This is an optimization exercise on Yosys and OpenROAD, whose aim is small area, not a production implementation. Only simulation tests tie the RTL to the original design; equivalence was not proved. Power is estimated from default activity; no workload was simulated.

==> 07-01 <==
// xbfs
module xbfs (
    input  wire        clk,
    input  wire        rst,           
    input  wire        cmd_valid,
    input  wire [15:0] cmd,
    input  wire [31:0] wdata,
    output reg  [31:0] rdata,
    output reg         rdata_valid,
    output wire        irq,
    output reg         frame_out,
    output reg         rec_out
);
==> flow/config.mk <==
export PLATFORM = sky130hd
export DESIGN_NAME = xbfs
export DESIGN_NICKNAME = xbfs
export VERILOG_FILES = /design/flow/design.v
export SDC_FILE = /design/flow/constraint.sdc
export NUM_CORES = 4
export LEC_CHECK = 0
export CAP_MARGIN = 10
export CORE_MARGIN = 2
export CORE_UTILIZATION = 72
export SLEW_MARGIN = 10
==> flow/constraint.sdc <==
create_clock -name core_clock -period 10.0 [get_ports {clk}]
set_input_delay 2.0000 -clock core_clock [delete_from_list [all_inputs] [get_ports {clk}]]
set_output_delay 2.0000 -clock core_clock [all_outputs]
set_load 0.01 [all_outputs]
standard.sh (not shown) runs the stock make flow with config.mk's settings and CLKGATE_MAP_FILE= SYNTH_SCRIPT=/design/flow/synth_recipe.tcl, a recipe that flattens the netlist after the stock synthesis.
==> flow/flow/run.sh <==
#!/bin/bash
# The standard layout, with CTS using large clkbuf_16 sink clusters and no
# dummy loads, and the smallest buffer on the ports. Each tool's output is
# kept in a log file in this folder.
set -euo pipefail
CTS="-sink_clustering_enable -repair_clock_nets -dont_use_dummy_load"
CTS="$CTS -buf_list sky130_fd_sc_hd__clkbuf_16"
CTS="$CTS -sink_clustering_size 27 -sink_clustering_max_diameter 60"
bash standard.sh "CTS_ARGS=$CTS" "BUFFER_PORTS_ARGS=-buffer_cell sky130_fd_sc_hd__buf_1" finish > standard.log 2>&1
==> 01-25: changes against 07-01 <==
--- a/flow/design.v
+++ b/flow/design.v
@@ -54,62 +54,10 @@
     wire        is_read  = cmd_valid && (cmd[15:7] == 9'h080);
     wire        is_write = cmd_valid && (cmd[15:7] == 9'h100);
     wire        is_bad   = cmd_valid && !(is_byte || is_read || is_write);
     wire [6:0]  idx      = cmd[6:0];
     wire [7:0]  b        = cmd[7:0];
-    function [31:0] f_inc;           
-        input [31:0] a;
-        input        ci;
-        integer      i;
-        reg          c;
-        begin
-            c = ci;
-            for (i = 0; i < 32; i = i + 1) begin
-                f_inc[i] = a[i] ^ c;
-                c        = c & a[i];
-            end
-        end
-    endfunction
-    function [31:0] f_dec;           
-        input [31:0] a;
-        input        bi;
-        integer      i;
-        reg          c;
-        begin
-            c = bi;
-            for (i = 0; i < 32; i = i + 1) begin
-                f_dec[i] = a[i] ^ c;
-                c        = c & ~a[i];
-            end
-        end
-    endfunction
-    function [7:0] f_add8;           
-        input [7:0] a;
-        input [7:0] b;
-        input       ci;
-        integer     i;
-        reg         c;
-        begin
-            c = ci;
-            for (i = 0; i < 8; i = i + 1) begin
-                f_add8[i] = a[i] ^ b[i] ^ c;
-                c         = (a[i] & b[i]) | (c & (a[i] ^ b[i]));
-            end
-        end
-    endfunction
-    function f_ge8;                  
-        input [7:0] a;
-        input [7:0] b;
-        integer     i;
-        reg         c;
-        begin
-            c = 1'b1;                
-            for (i = 0; i < 8; i = i + 1)
-                c = (a[i] & ~b[i]) | (c & (a[i] | ~b[i]));
-            f_ge8 = c;
-        end
-    endfunction
     wire [16:0] m_id;
     assign m_id[0] = (t_id == 16'h1020);
     assign m_id[1] = (t_id == 16'h1060);
     assign m_id[2] = (t_id == 16'h1010);
     assign m_id[3] = (t_id == 16'h2030);
@@ -151,11 +99,12 @@
             default: lk_size = 5'd0;
         endcase
     end
     wire        pay_step  = is_byte && (fst == S_PAY);
     wire        len_step  = is_byte && (fst == S_LEN) && (b != 8'hFF);
-    wire [7:0]  rem_here  = f_add8(cur_len, ~fidx[7:0], 1'b1) + 8'd4;   
+    wire [7:0]  rem_here  = cur_len - fidx[7:0] + 8'd4;   
+    wire [7:0]  rem_after = rem_here - 8'd1;
     wire        p_step    = pay_step && !t_stop;
     wire        val_step  = p_step && (tst == T_VAL);
     wire        x_on      = val_step && (t_xcnt != 5'd0);
     wire [16:0] wk_en     = x_on ? m_id : 17'd0;
     always @(posedge clk) begin
@@ -170,11 +119,11 @@
             p_lastunk <= 16'd0;
             wk_av     <= 17'd0;
         end else if (p_step) begin
             case (tst)
                 T_H0: begin
-                    if (rem_here[7:2] == 6'd0 && rem_here[1:0] != 2'd3) begin
+                    if (rem_here < 8'd3) begin
                         p_tr   <= 1'b1;
                         t_stop <= 1'b1;
                     end else begin
                         t_id[15:8] <= b;
                         tst        <= T_H1;
@@ -183,22 +132,22 @@
                 T_H1: begin
                     t_id[7:0] <= b;
                     tst       <= T_H2;
                 end
                 T_H2: begin
-                    p_nrec <= f_inc({24'd0, p_nrec}, 1'b1);
-                    if (f_ge8(b, rem_here)) begin
+                    p_nrec <= p_nrec + 8'd1;
+                    if (b > rem_after) begin
                         p_tr   <= 1'b1;
                         t_stop <= 1'b1;
                     end else begin
                         t_vcnt <= b;
                         t_xcnt <= 5'd0;
                         if (known) begin
-                            if (!f_ge8(b, {3'd0, lk_size})) begin
+                            if (b < {3'd0, lk_size}) begin
                                 p_sh <= 1'b1;
                             end else begin
-                                if (b != {3'd0, lk_size})
+                                if (b > {3'd0, lk_size})
                                     p_lg <= 1'b1;
                                 t_xcnt <= lk_size;
                                 wk_av  <= wk_av | m_id;
                             end
                         end else begin
@@ -207,13 +156,13 @@
                         end
                         tst <= (b == 8'd0) ? T_H0 : T_VAL;
                     end
                 end
                 default: begin  
-                    t_vcnt <= f_dec({24'd0, t_vcnt}, 1'b1);
+                    t_vcnt <= t_vcnt - 8'd1;
                     if (t_xcnt != 5'd0)
-                        t_xcnt <= f_dec({27'd0, t_xcnt}, 1'b1);
+                        t_xcnt <= t_xcnt - 5'd1;
                     if (t_vcnt == 8'd1)
                         tst <= T_H0;
                 end
             endcase
         end
@@ -267,11 +216,11 @@
         inc_frame    = 1'b0;
         inc_ckerr    = 1'b0;
         commit_any   = 1'b0;
         commit_ok    = 1'b0;
         commit_rec   = 1'b0;
-        ck_exp       = f_add8(~acc, {6'd0, ~cksel, cksel}, 1'b0);
+        ck_exp       = 8'd0 - (acc + (cksel ? 8'h00 : 8'hFF));
         soft_rst     = 1'b0;
         bad_reg      = 1'b0;
         if (is_byte) begin
             case (fst)
                 S_M0: begin
@@ -316,17 +265,17 @@
                         end
                     end
                 end
                 S_MID: begin
                     fidx_n = 9'd3;
-                    acc_n  = f_add8(acc, b, 1'b0);
+                    acc_n  = acc + b;
                     fst_n  = S_LEN;
                 end
                 S_LEN: begin
                     if (b != 8'hFF) begin
                         fidx_n    = 9'd4;
-                        acc_n     = f_add8(acc, b, 1'b0);
+                        acc_n     = acc + b;
                         cur_len_n = b;
                         fst_n     = (b == 8'd0) ? S_CKS : S_PAY;
                     end else begin
                         inc_extlen = 1'b1;
                         ev[1]      = 1'b1;
@@ -334,12 +283,12 @@
                         acc_n      = 8'd0;
                         fst_n      = S_XLH;
                     end
                 end
                 S_PAY: begin
-                    fidx_n = f_inc({23'd0, fidx}, 1'b1);
-                    acc_n  = f_add8(acc, b, 1'b0);
+                    fidx_n = fidx + 9'd1;
+                    acc_n  = acc + b;
                     if (rem_here == 8'd1)
                         fst_n = S_CKS;
                 end
                 S_CKS: begin
                     commit_any = 1'b1;
@@ -368,15 +317,15 @@
                 S_XLH: begin
                     skip_n = {1'b0, b, 8'd0};
                     fst_n  = S_XLL;
                 end
                 S_XLL: begin
-                    skip_n = f_inc({15'd0, skip_rem[16:8], b}, 1'b1);
+                    skip_n = {skip_rem[16:8], b} + 17'd1;
                     fst_n  = S_XSK;
                 end
                 S_XSK: begin
-                    skip_n = f_dec({15'd0, skip_rem}, 1'b1);
+                    skip_n = skip_rem - 17'd1;
                     if (skip_rem == 17'd1)
                         fst_n = S_M0;
                 end
                 default: ;
             endcase
@@ -440,21 +389,21 @@
             7'd36: rd_val = avail[7] ? {bank[591:584], bank[599:592], bank[607:600], bank[615:608]} : 32'd0;
             7'd37: rd_val = avail[7] ? {bank[623:616], bank[631:624], bank[639:632], bank[647:640]} : 32'd0;
             7'd38: rd_val = avail[8] ? {bank[655:648], bank[663:656], bank[671:664], bank[679:672]} : 32'd0;
             7'd39: rd_val = avail[8] ? {bank[687:680], bank[695:688], bank[703:696], bank[711:704]} : 32'd0;
             7'd40: rd_val = avail[8] ? {bank[719:712], bank[727:720], bank[735:728], bank[743:736]} : 32'd0;
-            7'd41: rd_val = avail[9] ? {16'd0, bank[783:776], bank[791:784]} : 32'd0;
+            7'd41: rd_val = avail[9] ? {{16{bank[783]}}, bank[783:776], bank[791:784]} : 32'd0;
             7'd42: rd_val = avail[9] ? {bank[751:744], bank[759:752], bank[767:760], bank[775:768]} : 32'd0;
-            7'd43: rd_val = avail[9] ? {16'd0, bank[831:824], bank[839:832]} : 32'd0;
+            7'd43: rd_val = avail[9] ? {{16{bank[831]}}, bank[831:824], bank[839:832]} : 32'd0;
             7'd44: rd_val = avail[9] ? {bank[799:792], bank[807:800], bank[815:808], bank[823:816]} : 32'd0;
-            7'd45: rd_val = avail[10] ? {16'd0, bank[879:872], bank[887:880]} : 32'd0;
+            7'd45: rd_val = avail[10] ? {{16{bank[879]}}, bank[879:872], bank[887:880]} : 32'd0;
             7'd46: rd_val = avail[10] ? {bank[847:840], bank[855:848], bank[863:856], bank[871:864]} : 32'd0;
-            7'd47: rd_val = avail[11] ? {16'd0, bank[927:920], bank[935:928]} : 32'd0;
+            7'd47: rd_val = avail[11] ? {{16{bank[927]}}, bank[927:920], bank[935:928]} : 32'd0;
             7'd48: rd_val = avail[11] ? {bank[895:888], bank[903:896], bank[911:904], bank[919:912]} : 32'd0;
-            7'd49: rd_val = avail[11] ? {16'd0, bank[975:968], bank[983:976]} : 32'd0;
+            7'd49: rd_val = avail[11] ? {{16{bank[975]}}, bank[975:968], bank[983:976]} : 32'd0;
             7'd50: rd_val = avail[11] ? {bank[943:936], bank[951:944], bank[959:952], bank[967:960]} : 32'd0;
-            7'd51: rd_val = avail[11] ? {16'd0, bank[1023:1016], bank[1031:1024]} : 32'd0;
+            7'd51: rd_val = avail[11] ? {{16{bank[1023]}}, bank[1023:1016], bank[1031:1024]} : 32'd0;
             7'd52: rd_val = avail[11] ? {bank[991:984], bank[999:992], bank[1007:1000], bank[1015:1008]} : 32'd0;
             7'd53: rd_val = avail[12] ? {bank[1039:1032], bank[1047:1040], bank[1055:1048], bank[1063:1056]} : 32'd0;
             7'd54: rd_val = avail[13] ? {bank[1071:1064], bank[1079:1072], bank[1087:1080], bank[1095:1088]} : 32'd0;
             7'd55: rd_val = avail[14] ? {bank[1103:1096], bank[1111:1104], bank[1119:1112], bank[1127:1120]} : 32'd0;
             7'd56: rd_val = avail[15] ? {bank[1135:1128], bank[1143:1136], bank[1151:1144], bank[1159:1152]} : 32'd0;
@@ -465,12 +414,11 @@
             7'd61: rd_val = avail[16] ? {bank[1295:1288], bank[1303:1296], bank[1311:1304], bank[1319:1312]} : 32'd0;
             7'd62: rd_val = avail[16] ? {bank[1327:1320], bank[1335:1328], bank[1343:1336], bank[1351:1344]} : 32'd0;
             default: rd_val = 32'd0;
         endcase
     end
-    wire        rd_hi = rd_idx == 7'd41 || rd_idx == 7'd43 || rd_idx == 7'd45 || rd_idx == 7'd47 || rd_idx == 7'd49 || rd_idx == 7'd51;
-    always @* rdata = {rd_hi ? {16{rd_val[15]}} : rd_val[31:16], rd_val[15:0]};
+    always @* rdata = rd_val;
     reg  [3:0] ev_code;
     integer    ei;
     always @* begin
         ev_code = 4'd0;
         for (ei = 10; ei >= 0; ei = ei - 1)
@@ -526,19 +474,16 @@
             cur_len  <= cur_len_n;
             acc      <= acc_n;
             skip_rem <= skip_n;
             if (is_byte && fst == S_MID)
                 mid_r <= b;
-            cnt_discard  <= {f_inc({1'b0, cnt_discard[31:1]},
-                                   discard_inc[1] | (discard_inc[0] & cnt_discard[0])),
-                             cnt_discard[0] ^ discard_inc[0]};
-            cnt_resync   <= f_inc(cnt_resync, inc_resync);
-            cnt_syncloss <= f_inc(cnt_syncloss, inc_syncloss);
-            cnt_extlen   <= f_inc(cnt_extlen, inc_extlen);
-            cnt_frame    <= f_inc(cnt_frame, inc_frame);
-            cnt_ckerr    <= f_inc(cnt_ckerr, inc_ckerr);
-            rec_seq      <= f_inc(rec_seq, commit_rec);
+            cnt_discard <= cnt_discard + {30'd0, discard_inc};
+            if (inc_resync)   cnt_resync   <= cnt_resync + 32'd1;
+            if (inc_syncloss) cnt_syncloss <= cnt_syncloss + 32'd1;
+            if (inc_extlen)   cnt_extlen   <= cnt_extlen + 32'd1;
+            if (inc_frame)    cnt_frame    <= cnt_frame + 32'd1;
+            if (inc_ckerr)    cnt_ckerr    <= cnt_ckerr + 32'd1;
             if (commit_any)
                 last_frame <= {ck_exp, b, cur_len, mid_r};
             if (commit_rec) begin
                 avail       <= wk_av;
                 rec_pending <= 1'b1;
@@ -546,10 +491,11 @@
                 rec_un      <= p_un;
                 rec_sh      <= p_sh;
                 rec_lg      <= p_lg;
                 rec_nrec    <= p_nrec;
                 rec_lastunk <= p_lastunk;
+                rec_seq     <= rec_seq + 32'd1;
             end
             ev_lo <= ev_lo | ev;
             ev_hi <= ev_hi | evh;
             if (|ev) begin
                 lc_valid <= 1'b1;
==> flow/run.sh (new file) <==
#!/bin/bash
# synth_recipe.tcl (not shown) runs the flow's synth.tcl, then flattens the netlist and writes it again
# the make line also repeats each setting of config.mk as NAME=value (left out here)
make -C /OpenROAD-flow-scripts/flow DESIGN_CONFIG=/design/flow/config.mk WORK_HOME=/design/flow/orfs CLKGATE_MAP_FILE= SYNTH_SCRIPT=/design/flow/synth_recipe.tcl finish
CAP_MARGIN = 20   (was 10)
CORE_UTILIZATION = 40   (was 72)
SLEW_MARGIN = 20   (was 10)
removed: flow/flow/run.sh
removed: flow/standard.sh
==> 08-12: changes against 07-01 <==
==> flow/flow/run.sh (replaced) <==
#!/bin/bash
# The standard layout, with CTS using large clkbuf_16 sink clusters and no
# dummy loads, and the smallest buffer on the ports. Each tool's output is
# kept in a log file in this folder.
set -euo pipefail
CTS="-sink_clustering_enable -repair_clock_nets -dont_use_dummy_load"
CTS="$CTS -buf_list sky130_fd_sc_hd__clkbuf_16"
CTS="$CTS -sink_clustering_size 30 -sink_clustering_max_diameter 60"
bash standard.sh "CTS_ARGS=$CTS" "BUFFER_PORTS_ARGS=-buffer_cell sky130_fd_sc_hd__buf_1" finish > standard.log 2>&1
CAP_MARGIN = 5   (was 10)
CORE_UTILIZATION = 68   (was 72)
SLEW_MARGIN = 5   (was 10)
==> comparison <==
- In 01-25 the non-clock buffer count is lower than in 08-12, by 7.
- Register-to-register slack: 07-01 < 08-12 < 01-25.
- Of 07-01 and 01-25, 01-25 has the higher area after synthesis (gap about 1%, measured against 01-25).
- Power: 08-12 < 07-01 < 01-25.


==> run B <==
xbfs with an RTL version that a note above also has.
## xbfs
module xbfs (
    input  wire        clk,
    input  wire        rst,           
    input  wire        cmd_valid,
    input  wire [15:0] cmd,
    input  wire [31:0] wdata,
    output reg  [31:0] rdata,
    output reg         rdata_valid,
    output wire        irq,
    output reg         frame_out,
    output reg         rec_out
);
Settings: LEC_CHECK=0, CAP_MARGIN=20, CORE_MARGIN=2, CORE_UTILIZATION=65, CTS_BUF_LIST=sky130_fd_sc_hd__clkbuf_16, CTS_CLUSTER_DIAMETER=60, CTS_CLUSTER_SIZE=30, SLEW_MARGIN=20; clock period 10.0 ns.
run.sh (not shown) runs the stock make flow with config.mk's settings and CLKGATE_MAP_FILE= SYNTH_SCRIPT=/design/flow/synth_recipe.tcl, a recipe that flattens the netlist after the stock synthesis.
Stock flow here: none of the scripts above is used.
==> run F (differences from run B) <==
--- a/flow/design.v
+++ b/flow/design.v
@@ -52,14 +52,66 @@
     reg  [8*NB-1:0] wk;
     wire        is_byte  = cmd_valid && (cmd[15:8] == 8'h00);
     wire        is_read  = cmd_valid && (cmd[15:7] == 9'h080);
     wire        is_write = cmd_valid && (cmd[15:7] == 9'h100);
     wire        is_bad   = cmd_valid && !(is_byte || is_read || is_write);
     wire [6:0]  idx      = cmd[6:0];
     wire [7:0]  b        = cmd[7:0];
+    function [31:0] f_inc;           
+        input [31:0] a;
+        input        ci;
+        integer      i;
+        reg          c;
+        begin
+            c = ci;
+            for (i = 0; i < 32; i = i + 1) begin
+                f_inc[i] = a[i] ^ c;
+                c        = c & a[i];
+            end
+        end
+    endfunction
+    function [31:0] f_dec;           
+        input [31:0] a;
+        input        bi;
+        integer      i;
+        reg          c;
+        begin
+            c = bi;
+            for (i = 0; i < 32; i = i + 1) begin
+                f_dec[i] = a[i] ^ c;
+                c        = c & ~a[i];
+            end
+        end
+    endfunction
+    function [7:0] f_add8;           
+        input [7:0] a;
+        input [7:0] b;
+        input       ci;
+        integer     i;
+        reg         c;
+        begin
+            c = ci;
+            for (i = 0; i < 8; i = i + 1) begin
+                f_add8[i] = a[i] ^ b[i] ^ c;
+                c         = (a[i] & b[i]) | (c & (a[i] ^ b[i]));
+            end
+        end
+    endfunction
+    function f_ge8;                  
+        input [7:0] a;
+        input [7:0] b;
+        integer     i;
+        reg         c;
+        begin
+            c = 1'b1;                
+            for (i = 0; i < 8; i = i + 1)
+                c = (a[i] & ~b[i]) | (c & (a[i] | ~b[i]));
+            f_ge8 = c;
+        end
+    endfunction
     wire [16:0] m_id;
     assign m_id[0] = (t_id == 16'h1020);
     assign m_id[1] = (t_id == 16'h1060);
     assign m_id[2] = (t_id == 16'h1010);
     assign m_id[3] = (t_id == 16'h2030);
     assign m_id[4] = (t_id == 16'h2010);
     assign m_id[5] = (t_id == 16'h4020);
@@ -97,16 +149,15 @@
             m_id[15]: lk_size = 5'd12;
             m_id[16]: lk_size = 5'd16;
             default: lk_size = 5'd0;
         endcase
     end
     wire        pay_step  = is_byte && (fst == S_PAY);
     wire        len_step  = is_byte && (fst == S_LEN) && (b != 8'hFF);
-    wire [7:0]  rem_here  = cur_len - fidx[7:0] + 8'd4;   
-    wire [7:0]  rem_after = rem_here - 8'd1;
+    wire [7:0]  rem_here  = f_add8(cur_len, ~fidx[7:0], 1'b1) + 8'd4;   
     wire        p_step    = pay_step && !t_stop;
     wire        val_step  = p_step && (tst == T_VAL);
     wire        x_on      = val_step && (t_xcnt != 5'd0);
     wire [16:0] wk_en     = x_on ? m_id : 17'd0;
     always @(posedge clk) begin
         if (len_step) begin
             tst       <= T_H0;
@@ -117,54 +168,54 @@
             p_lg      <= 1'b0;
             p_nrec    <= 8'd0;
             p_lastunk <= 16'd0;
             wk_av     <= 17'd0;
         end else if (p_step) begin
             case (tst)
                 T_H0: begin
-                    if (rem_here < 8'd3) begin
+                    if (rem_here[7:2] == 6'd0 && rem_here[1:0] != 2'd3) begin
                         p_tr   <= 1'b1;
                         t_stop <= 1'b1;
                     end else begin
                         t_id[15:8] <= b;
                         tst        <= T_H1;
                     end
                 end
                 T_H1: begin
                     t_id[7:0] <= b;
                     tst       <= T_H2;
                 end
                 T_H2: begin
-                    p_nrec <= p_nrec + 8'd1;
-                    if (b > rem_after) begin
+                    p_nrec <= f_inc({24'd0, p_nrec}, 1'b1);
+                    if (f_ge8(b, rem_here)) begin
                         p_tr   <= 1'b1;
                         t_stop <= 1'b1;
                     end else begin
                         t_vcnt <= b;
                         t_xcnt <= 5'd0;
                         if (known) begin
-                            if (b < {3'd0, lk_size}) begin
+                            if (!f_ge8(b, {3'd0, lk_size})) begin
                                 p_sh <= 1'b1;
                             end else begin
-                                if (b > {3'd0, lk_size})
+                                if (b != {3'd0, lk_size})
                                     p_lg <= 1'b1;
                                 t_xcnt <= lk_size;
                                 wk_av  <= wk_av | m_id;
                             end
                         end else begin
                             p_un      <= 1'b1;
                             p_lastunk <= t_id;
                         end
                         tst <= (b == 8'd0) ? T_H0 : T_VAL;
                     end
                 end
                 default: begin  
-                    t_vcnt <= t_vcnt - 8'd1;
+                    t_vcnt <= f_dec({24'd0, t_vcnt}, 1'b1);
                     if (t_xcnt != 5'd0)
-                        t_xcnt <= t_xcnt - 5'd1;
+                        t_xcnt <= f_dec({27'd0, t_xcnt}, 1'b1);
                     if (t_vcnt == 8'd1)
                         tst <= T_H0;
                 end
             endcase
         end
     end
     always @(posedge clk) begin
@@ -214,15 +265,15 @@
         inc_syncloss = 1'b0;
         inc_extlen   = 1'b0;
         inc_frame    = 1'b0;
         inc_ckerr    = 1'b0;
         commit_any   = 1'b0;
         commit_ok    = 1'b0;
         commit_rec   = 1'b0;
-        ck_exp       = 8'd0 - (acc + (cksel ? 8'h00 : 8'hFF));
+        ck_exp       = f_add8(~acc, {6'd0, ~cksel, cksel}, 1'b0);
         soft_rst     = 1'b0;
         bad_reg      = 1'b0;
         if (is_byte) begin
             case (fst)
                 S_M0: begin
                     if (b == 8'hFA) begin
                         fidx_n = 9'd1;
@@ -263,34 +314,34 @@
                             fidx_n      = 9'd0;
                             fst_n       = S_M0;
                         end
                     end
                 end
                 S_MID: begin
                     fidx_n = 9'd3;
-                    acc_n  = acc + b;
+                    acc_n  = f_add8(acc, b, 1'b0);
                     fst_n  = S_LEN;
                 end
                 S_LEN: begin
                     if (b != 8'hFF) begin
                         fidx_n    = 9'd4;
-                        acc_n     = acc + b;
+                        acc_n     = f_add8(acc, b, 1'b0);
                         cur_len_n = b;
                         fst_n     = (b == 8'd0) ? S_CKS : S_PAY;
                     end else begin
                         inc_extlen = 1'b1;
                         ev[1]      = 1'b1;
                         fidx_n     = 9'd0;
                         acc_n      = 8'd0;
                         fst_n      = S_XLH;
                     end
                 end
                 S_PAY: begin
-                    fidx_n = fidx + 9'd1;
-                    acc_n  = acc + b;
+                    fidx_n = f_inc({23'd0, fidx}, 1'b1);
+                    acc_n  = f_add8(acc, b, 1'b0);
                     if (rem_here == 8'd1)
                         fst_n = S_CKS;
                 end
                 S_CKS: begin
                     commit_any = 1'b1;
                     if (b == ck_exp) begin
                         commit_ok = 1'b1;
@@ -315,19 +366,19 @@
                     fst_n     = S_M0;
                 end
                 S_XLH: begin
                     skip_n = {1'b0, b, 8'd0};
                     fst_n  = S_XLL;
                 end
                 S_XLL: begin
-                    skip_n = {skip_rem[16:8], b} + 17'd1;
+                    skip_n = f_inc({15'd0, skip_rem[16:8], b}, 1'b1);
                     fst_n  = S_XSK;
                 end
                 S_XSK: begin
-                    skip_n = skip_rem - 17'd1;
+                    skip_n = f_dec({15'd0, skip_rem}, 1'b1);
                     if (skip_rem == 17'd1)
                         fst_n = S_M0;
                 end
                 default: ;
             endcase
         end
         if (is_read && (idx[6] || idx[5:0] == 6'h3F))
@@ -387,40 +438,41 @@
             7'd34: rd_val = avail[6] ? {bank[527:520], bank[535:528], bank[543:536], bank[551:544]} : 32'd0;
             7'd35: rd_val = avail[7] ? {bank[559:552], bank[567:560], bank[575:568], bank[583:576]} : 32'd0;
             7'd36: rd_val = avail[7] ? {bank[591:584], bank[599:592], bank[607:600], bank[615:608]} : 32'd0;
             7'd37: rd_val = avail[7] ? {bank[623:616], bank[631:624], bank[639:632], bank[647:640]} : 32'd0;
             7'd38: rd_val = avail[8] ? {bank[655:648], bank[663:656], bank[671:664], bank[679:672]} : 32'd0;
             7'd39: rd_val = avail[8] ? {bank[687:680], bank[695:688], bank[703:696], bank[711:704]} : 32'd0;
             7'd40: rd_val = avail[8] ? {bank[719:712], bank[727:720], bank[735:728], bank[743:736]} : 32'd0;
-            7'd41: rd_val = avail[9] ? {{16{bank[783]}}, bank[783:776], bank[791:784]} : 32'd0;
+            7'd41: rd_val = avail[9] ? {16'd0, bank[783:776], bank[791:784]} : 32'd0;
             7'd42: rd_val = avail[9] ? {bank[751:744], bank[759:752], bank[767:760], bank[775:768]} : 32'd0;
-            7'd43: rd_val = avail[9] ? {{16{bank[831]}}, bank[831:824], bank[839:832]} : 32'd0;
+            7'd43: rd_val = avail[9] ? {16'd0, bank[831:824], bank[839:832]} : 32'd0;
             7'd44: rd_val = avail[9] ? {bank[799:792], bank[807:800], bank[815:808], bank[823:816]} : 32'd0;
-            7'd45: rd_val = avail[10] ? {{16{bank[879]}}, bank[879:872], bank[887:880]} : 32'd0;
+            7'd45: rd_val = avail[10] ? {16'd0, bank[879:872], bank[887:880]} : 32'd0;
             7'd46: rd_val = avail[10] ? {bank[847:840], bank[855:848], bank[863:856], bank[871:864]} : 32'd0;
-            7'd47: rd_val = avail[11] ? {{16{bank[927]}}, bank[927:920], bank[935:928]} : 32'd0;
+            7'd47: rd_val = avail[11] ? {16'd0, bank[927:920], bank[935:928]} : 32'd0;
             7'd48: rd_val = avail[11] ? {bank[895:888], bank[903:896], bank[911:904], bank[919:912]} : 32'd0;
-            7'd49: rd_val = avail[11] ? {{16{bank[975]}}, bank[975:968], bank[983:976]} : 32'd0;
+            7'd49: rd_val = avail[11] ? {16'd0, bank[975:968], bank[983:976]} : 32'd0;
             7'd50: rd_val = avail[11] ? {bank[943:936], bank[951:944], bank[959:952], bank[967:960]} : 32'd0;
-            7'd51: rd_val = avail[11] ? {{16{bank[1023]}}, bank[1023:1016], bank[1031:1024]} : 32'd0;
+            7'd51: rd_val = avail[11] ? {16'd0, bank[1023:1016], bank[1031:1024]} : 32'd0;
             7'd52: rd_val = avail[11] ? {bank[991:984], bank[999:992], bank[1007:1000], bank[1015:1008]} : 32'd0;
             7'd53: rd_val = avail[12] ? {bank[1039:1032], bank[1047:1040], bank[1055:1048], bank[1063:1056]} : 32'd0;
             7'd54: rd_val = avail[13] ? {bank[1071:1064], bank[1079:1072], bank[1087:1080], bank[1095:1088]} : 32'd0;
             7'd55: rd_val = avail[14] ? {bank[1103:1096], bank[1111:1104], bank[1119:1112], bank[1127:1120]} : 32'd0;
             7'd56: rd_val = avail[15] ? {bank[1135:1128], bank[1143:1136], bank[1151:1144], bank[1159:1152]} : 32'd0;
             7'd57: rd_val = avail[15] ? {bank[1167:1160], bank[1175:1168], bank[1183:1176], bank[1191:1184]} : 32'd0;
             7'd58: rd_val = avail[15] ? {bank[1199:1192], bank[1207:1200], bank[1215:1208], bank[1223:1216]} : 32'd0;
             7'd59: rd_val = avail[16] ? {bank[1231:1224], bank[1239:1232], bank[1247:1240], bank[1255:1248]} : 32'd0;
             7'd60: rd_val = avail[16] ? {bank[1263:1256], bank[1271:1264], bank[1279:1272], bank[1287:1280]} : 32'd0;
             7'd61: rd_val = avail[16] ? {bank[1295:1288], bank[1303:1296], bank[1311:1304], bank[1319:1312]} : 32'd0;
             7'd62: rd_val = avail[16] ? {bank[1327:1320], bank[1335:1328], bank[1343:1336], bank[1351:1344]} : 32'd0;
             default: rd_val = 32'd0;
         endcase
     end
-    always @* rdata = rd_val;
+    wire        rd_hi = rd_idx == 7'd41 || rd_idx == 7'd43 || rd_idx == 7'd45 || rd_idx == 7'd47 || rd_idx == 7'd49 || rd_idx == 7'd51;
+    always @* rdata = {rd_hi ? {16{rd_val[15]}} : rd_val[31:16], rd_val[15:0]};
     reg  [3:0] ev_code;
     integer    ei;
     always @* begin
         ev_code = 4'd0;
         for (ei = 10; ei >= 0; ei = ei - 1)
             if (ev[ei])
                 ev_code = ei[3:0];
@@ -472,32 +524,34 @@
             sync_f   <= sync_n;
             fidx     <= fidx_n;
             cur_len  <= cur_len_n;
             acc      <= acc_n;
             skip_rem <= skip_n;
             if (is_byte && fst == S_MID)
                 mid_r <= b;
-            cnt_discard <= cnt_discard + {30'd0, discard_inc};
-            if (inc_resync)   cnt_resync   <= cnt_resync + 32'd1;
-            if (inc_syncloss) cnt_syncloss <= cnt_syncloss + 32'd1;
-            if (inc_extlen)   cnt_extlen   <= cnt_extlen + 32'd1;
-            if (inc_frame)    cnt_frame    <= cnt_frame + 32'd1;
-            if (inc_ckerr)    cnt_ckerr    <= cnt_ckerr + 32'd1;
+            cnt_discard  <= {f_inc({1'b0, cnt_discard[31:1]},
+                                   discard_inc[1] | (discard_inc[0] & cnt_discard[0])),
+                             cnt_discard[0] ^ discard_inc[0]};
+            cnt_resync   <= f_inc(cnt_resync, inc_resync);
+            cnt_syncloss <= f_inc(cnt_syncloss, inc_syncloss);
+            cnt_extlen   <= f_inc(cnt_extlen, inc_extlen);
+            cnt_frame    <= f_inc(cnt_frame, inc_frame);
+            cnt_ckerr    <= f_inc(cnt_ckerr, inc_ckerr);
+            rec_seq      <= f_inc(rec_seq, commit_rec);
             if (commit_any)
                 last_frame <= {ck_exp, b, cur_len, mid_r};
             if (commit_rec) begin
                 avail       <= wk_av;
                 rec_pending <= 1'b1;
                 rec_tr      <= p_tr;
                 rec_un      <= p_un;
                 rec_sh      <= p_sh;
                 rec_lg      <= p_lg;
                 rec_nrec    <= p_nrec;
                 rec_lastunk <= p_lastunk;
-                rec_seq     <= rec_seq + 32'd1;
             end
             ev_lo <= ev_lo | ev;
             ev_hi <= ev_hi | evh;
             if (|ev) begin
                 lc_valid <= 1'b1;
                 lc_code  <= ev_code;
             end
==> flow/flow/run.sh (new file) <==
#!/bin/bash
# The standard layout, with CTS using large clkbuf_16 sink clusters and no
# dummy loads. Each tool's output is kept in a log file in this folder.
set -euo pipefail
CTS="-sink_clustering_enable -repair_clock_nets -dont_use_dummy_load"
CTS="$CTS -buf_list sky130_fd_sc_hd__clkbuf_16"
CTS="$CTS -sink_clustering_size 24 -sink_clustering_max_diameter 60"
bash standard.sh "CTS_ARGS=$CTS" finish > standard.log 2>&1
==> flow/standard.sh (new file) <==
#!/bin/bash
# synth_recipe.tcl (not shown) runs the flow's synth.tcl, then flattens the netlist and writes it again
# the make line also repeats each setting of config.mk as NAME=value (left out here)
make -C /OpenROAD-flow-scripts/flow DESIGN_CONFIG=/design/flow/config.mk WORK_HOME=/design/flow/orfs CLKGATE_MAP_FILE= SYNTH_SCRIPT=/design/flow/synth_recipe.tcl "${@:-finish}"
==> flow/config.mk (replaced) <==
export PLATFORM = sky130hd
export DESIGN_NAME = xbfs
export DESIGN_NICKNAME = xbfs
export VERILOG_FILES = /design/flow/design.v
export SDC_FILE = /design/flow/constraint.sdc
export NUM_CORES = 4
export LEC_CHECK = 0
export CAP_MARGIN = 20
export CORE_MARGIN = 2
export CORE_UTILIZATION = 72
export SLEW_MARGIN = 20
removed: flow/run.sh
==> qor summary <==
Run status: run F no timing/DRC/antenna violations; run B no timing/DRC/antenna violations
Fraction of layout instances using a drive strength above 1: run F 8.266%; run B 8.670%
Placed instance area: run F 0.1177 mm^2; run B 0.1191 mm^2
Fraction of cell area in non-clock buffers: run F 2.057%; run B 1.878%
Synth Area in Simple Gates: run F 5.610%; run B 6.810%
Detailed placement HPWL: run F 230,100 um; run B 231,300 um
Worst setup EP type: run F flop; run B primary output
Number of detailed-route iterations in the first pass: run F 12; run B 10
Switching Power: run F 4.064 mW; run B 4.743 mW
Number of rows created at floorplan: run F 145; run B 154
Clk cell area share: run F 3.524%; run B 4.688%
Synthesized-area fraction occupied by adder cells: run F 3.285%; run B 0.8767%
Number of nets produced by synthesis: run F 6,882; run B 7,132
Register share of total power: run F 66.5%; run B 62.9%
Area growth from synthesis to layout: run F 7.484%; run B 8.944%
Tmin final: run F 9119 ps; run B 8361 ps
Clk. pwr: run F 6.91 mW; run B 8.17 mW
Post-route fraction of the period consumed by the critical path: run F 91.19%; run B 83.61%
Final estimated routing congestion in global placement: run F 1.047; run B 1.009
Combined area of the multi-input logic cells: run F 0.02120 mm^2; run B 0.02235 mm^2
Multi-input gates: run F 2,925; run B 3,378
Design Power: run F 21.36 mW; run B 22.58 mW
Minimum setup slack in the final design: run F 881.2 ps; run B 1639 ps
Slew Limit Headroom: run F 14.17%; run B 11.98%
Critical register-to-register path startpoint: run F acc[0]$_SDFFE_PP0P_; run B cksel$_SDFFE_PP0P_

## port drivers added, routing unchanged
How much do the figures lean on ideal ports? The routed layouts below were timed once more, with nothing changed but the port constraints.
Step 1 assumes that a clkbuf_16 drives the clock port and a buf_2 every other input.
Step 2 times the ports against the registers' clock, not the clock port: input delays grow and output delays shrink by t, the midpoint of the rising clock arrivals with the driver on.
Slacks: ideal / step 1 / step 2; pairs: ideal / step 1.
run	t (ns)	setup slack, ns	worst setup path at the end	clock arrival spread, ns	slew at the worst register clock pin (ns)
07-01	0.886	0.906 / 0.761 / -0.125	input to register	0.106 / 0.106	0.10 / 0.10
01-25	1.035	1.540 / 1.437 / 2.473	register to output	0.068 / 0.067	0.07 / 0.07
08-12	0.925	0.863 / 0.738 / -0.187	input to register	0.109 / 0.108	0.12 / 0.12
run B	0.956	1.639 / 1.545 / 2.501	register to output	0.066 / 0.065	0.11 / 0.11
run F	0.911	0.881 / 0.860 / -0.052	input to register	0.084 / 0.083	0.10 / 0.10
With both steps, setup timing fails in 07-01, 08-12 and run F, where it was met with ideal ports. For 08-12, which loses most, drivers alone change the setup slack by -0.125 ns; drivers and shift together by -1.050 ns.
